Context: an optimization exercise on an open-source flow, tuned for small area. The choices shown serve that exercise and are no tape-out recipe. In this exercise RTL edits were held to simulation tests only and were not proved equivalent to the original. Power figures rest on the tool's default switching activity, not on a simulated workload.

== exp/cedar ==
==> flow/design.v (excerpt) <==
module bdsp_analyser (
    input  wire        clk,
    input  wire        rst,
    input  wire        start,
    input  wire [11:0] blob_len,
    input  wire [7:0]  en0,
    input  wire [7:0]  en1,
    input  wire        in_valid,
    input  wire [7:0]  in_data,
    output wire        in_ready,
    output wire        done,
    output wire        malformed,
    output wire [7:0]  on0,
    output wire [7:0]  on1,
    output wire [7:0]  off0,
    output wire [7:0]  off1,
    output wire [7:0]  gs0,
    output wire [7:0]  xt0,
    output wire [7:0]  xt1,
    output wire [7:0]  ctgt_ae0,
    output wire [7:0]  ctgt_ae1,
    output wire [7:0]  ctgt_gen,
    output wire [7:0]  ctgt_base,
    output wire [3:0]  ncoef,
    output wire [1:0]  mode,
    output wire [1:0]  sinsel,
    output wire        genstop,
    output wire [1:0]  mdir,
    output wire [1:0]  bdir0,
    output wire [1:0]  bdir1,
    output wire        reg_valid,
    output wire [7:0]  reg_flags,
    output wire [55:0] reg_val,
    output wire [3:0]  int_app,
    output wire [15:0] int_addr,
    output wire [7:0]  int_nbytes
);
Settings: LEC_CHECK=0, CAP_MARGIN=20, CORE_MARGIN=2, CORE_UTILIZATION=72, PLACE_DENSITY=0.8, SLEW_MARGIN=20; clock period 6.0 ns.
standard.sh (not shown) runs the stock make flow with config.mk's settings and CLKGATE_MAP_FILE= SYNTH_SCRIPT=/design/flow/synth_recipe.tcl, a recipe that flattens the netlist after the stock synthesis.
==> flow/flow/run.sh <==
#!/bin/bash
# The standard layout, with three changes:
# - synthesis maps the logic with an area-oriented ABC script (flow/abc_area.script)
#   in a copy of the ORFS scripts; everything else in synthesis is unchanged;
# - the smallest buffer on the ports and on outputs that repeat a net;
# - one tie cell for the constant outputs;
# - a clock tree of fewer, stronger sink buffers and no dummy loads.
# Each tool's full output stays in the ORFS logs under orfs/logs; make's own
# output goes to synth.log and standard.log.
set -euo pipefail
rm -rf scripts_area
cp -r "$FLOW_HOME/scripts" scripts_area
cp flow/abc_area.script scripts_area/abc_area.script
bash standard.sh SCRIPTS_DIR="$PWD/scripts_area" ABC_AREA=1 MIN_BUF_CELL_AND_PORTS="sky130_fd_sc_hd__buf_1 A X" synth > synth.log 2>&1
bash standard.sh \
  SKIP_REPAIR_TIE_FANOUT=1 \
  BUFFER_PORTS_ARGS="-buffer_cell sky130_fd_sc_hd__buf_1" \
  CTS_ARGS="-sink_clustering_enable -repair_clock_nets -sink_clustering_size 14 -sink_clustering_max_diameter 60 -sink_clustering_buffer sky130_fd_sc_hd__clkbuf_8 -buf_list {sky130_fd_sc_hd__clkbuf_4 sky130_fd_sc_hd__clkbuf_8} -dont_use_dummy_load" \
  finish > standard.log 2>&1
==> flow/flow/abc_area.script <==
strash
&get -n
&fraig -x
&put
scorr
dc2
strash
&get -n
&synch2
&dch -f
&nf -R 1000
&put
What exp/umber does differently from exp/cedar at the input level:
Settings: SLEW_MARGIN changed from 20 to 0; PLACE_DENSITY changed from 0.8 to 0.7; CORE_UTILIZATION changed from 72 to 50; CAP_MARGIN changed from 20 to 0.
--- a/flow/flow/run.sh
+++ b/flow/flow/run.sh
@@ -16,4 +16,4 @@
   SKIP_REPAIR_TIE_FANOUT=1 \
   BUFFER_PORTS_ARGS="-buffer_cell sky130_fd_sc_hd__buf_1" \
-  CTS_ARGS="-sink_clustering_enable -repair_clock_nets -sink_clustering_size 14 -sink_clustering_max_diameter 60 -sink_clustering_buffer sky130_fd_sc_hd__clkbuf_8 -buf_list {sky130_fd_sc_hd__clkbuf_4 sky130_fd_sc_hd__clkbuf_8} -dont_use_dummy_load" \
+  CTS_ARGS="-sink_clustering_enable -repair_clock_nets -sink_clustering_size 16 -sink_clustering_max_diameter 55 -sink_clustering_buffer sky130_fd_sc_hd__clkbuf_8 -buf_list {sky130_fd_sc_hd__clkbuf_4 sky130_fd_sc_hd__clkbuf_8} -dont_use_dummy_load" \
   finish > standard.log 2>&1
- exp/umber has register-to-register slack above what exp/cedar had.
- | number of placement rows | exp/umber vs exp/cedar | 8 higher |
- exp/umber ends up with a internal power of the cells that is about 0.8% higher than in exp/cedar.
- Relative to exp/cedar, the die area measured on exp/umber has increased by more than a quarter.
diff inputs: exp/umber => exp/pepper
Settings: CORE_UTILIZATION: 50 -> 65; SLEW_MARGIN: 0 -> 20; CAP_MARGIN: 0 -> 20; PLACE_DENSITY: 0.7 -> 0.75.
--- a/flow/flow/run.sh
+++ b/flow/flow/run.sh
@@ -16,4 +16,4 @@
   SKIP_REPAIR_TIE_FANOUT=1 \
   BUFFER_PORTS_ARGS="-buffer_cell sky130_fd_sc_hd__buf_1" \
-  CTS_ARGS="-sink_clustering_enable -repair_clock_nets -sink_clustering_size 16 -sink_clustering_max_diameter 55 -sink_clustering_buffer sky130_fd_sc_hd__clkbuf_8 -buf_list {sky130_fd_sc_hd__clkbuf_4 sky130_fd_sc_hd__clkbuf_8} -dont_use_dummy_load" \
+  CTS_ARGS="-sink_clustering_enable -repair_clock_nets -sink_clustering_size 14 -sink_clustering_max_diameter 60 -sink_clustering_buffer sky130_fd_sc_hd__clkbuf_8 -buf_list {sky130_fd_sc_hd__clkbuf_4 sky130_fd_sc_hd__clkbuf_8} -dont_use_dummy_load" \
   finish > standard.log 2>&1
==> comparison <==
- Between exp/umber and exp/pepper, the final clock period utilization by the worst path is lower for exp/umber.
- Summary: die area, exp/pepper better than exp/umber
- Post-layout net count delta (exp/umber -> exp/pepper): insignificant
- exp/pepper vs exp/umber — number of filler cells placed in the layout dropped by more than a quarter
- Sort exp/umber and exp/pepper by fraction of power consumed by sequential logic asc -> top: exp/umber
- exp/umber has a lower minimum clock period than exp/pepper.
- Worst setup slack for exp/pepper is lower than for exp/umber.
- Comparing exp/pepper against exp/umber, there is no change at all in total number of cells along the worst setup path.
- exp/umber -> exp/pepper: fmax decreased by a few percent
- Delta (exp/pepper minus exp/umber): count of buffers not belonging to the clock network in the layout saw a decrease; die boundary height saw a decrease.
## Diff of input files: exp/raven against exp/pepper
Settings: CORE_UTILIZATION now 50, was 65; PLACE_DENSITY now 0.7, was 0.75.
--- outcome ---
For placeable core area, dividing the value from exp/raven by the value from exp/pepper gives 1.3.
Final cell area: exp/raven above exp/pepper
Diff exp/pepper -> exp/raven: part of the power in the clock network now larger, fraction of power spent switching nets went down, final setup skew shows an increase of 0.016 ns, number of global-route vias before repair decreased by 564 relative to the old numbers.
In exp/raven relative to exp/pepper, wire length of the first global-routing pass had gone down by a little under 10%.
Number of stages on the worst hold path: exp/pepper vs exp/raven identical
Delta (exp/raven minus exp/pepper): global-route track usage on met1 decreased 9.0 points; via count fell by about 5%.
Re transition at the pin with the smallest max-transition slack: exp/raven and exp/pepper aren't equal, and the lower value belongs to exp/pepper.

[static timing again, ports no longer ideal]
The results above use ideal ports. As a check the final layouts listed here were re-extracted and re-timed, cells and wires unchanged. Step 1 sets driving cells, clkbuf_16 on the clock port and buf_2 on the other inputs (assumed; they add their load-dependent delay and slew). Step 2 times the ports against the registers' clock, not the clock port: input delays grow and output delays shrink by t, the midpoint of the rising clock arrivals with the driver on. Slacks: ideal / step 1 / step 2; pairs: ideal / step 1.
run | t, ns | slack for setup (ns) | latest minus earliest clock arrival (ns) | slew at the worst register clock pin (ns)
exp/cedar | 0.518 | 1.605 / 1.605 / 1.585 | 0.044 / 0.044 | 0.10 / 0.10
exp/umber | 0.529 | 1.918 / 1.918 / 1.556 | 0.044 / 0.044 | 0.10 / 0.10
exp/pepper | 0.523 | 1.747 / 1.747 / 1.611 | 0.028 / 0.028 | 0.09 / 0.09
exp/raven | 0.520 | 1.844 / 1.844 / 1.564 | 0.045 / 0.045 | 0.09 / 0.09
After both steps every run listed still meets setup and hold. For exp/umber, which loses most, drivers alone change the setup slack by 0.000 ns; drivers and shift together by -0.362 ns.
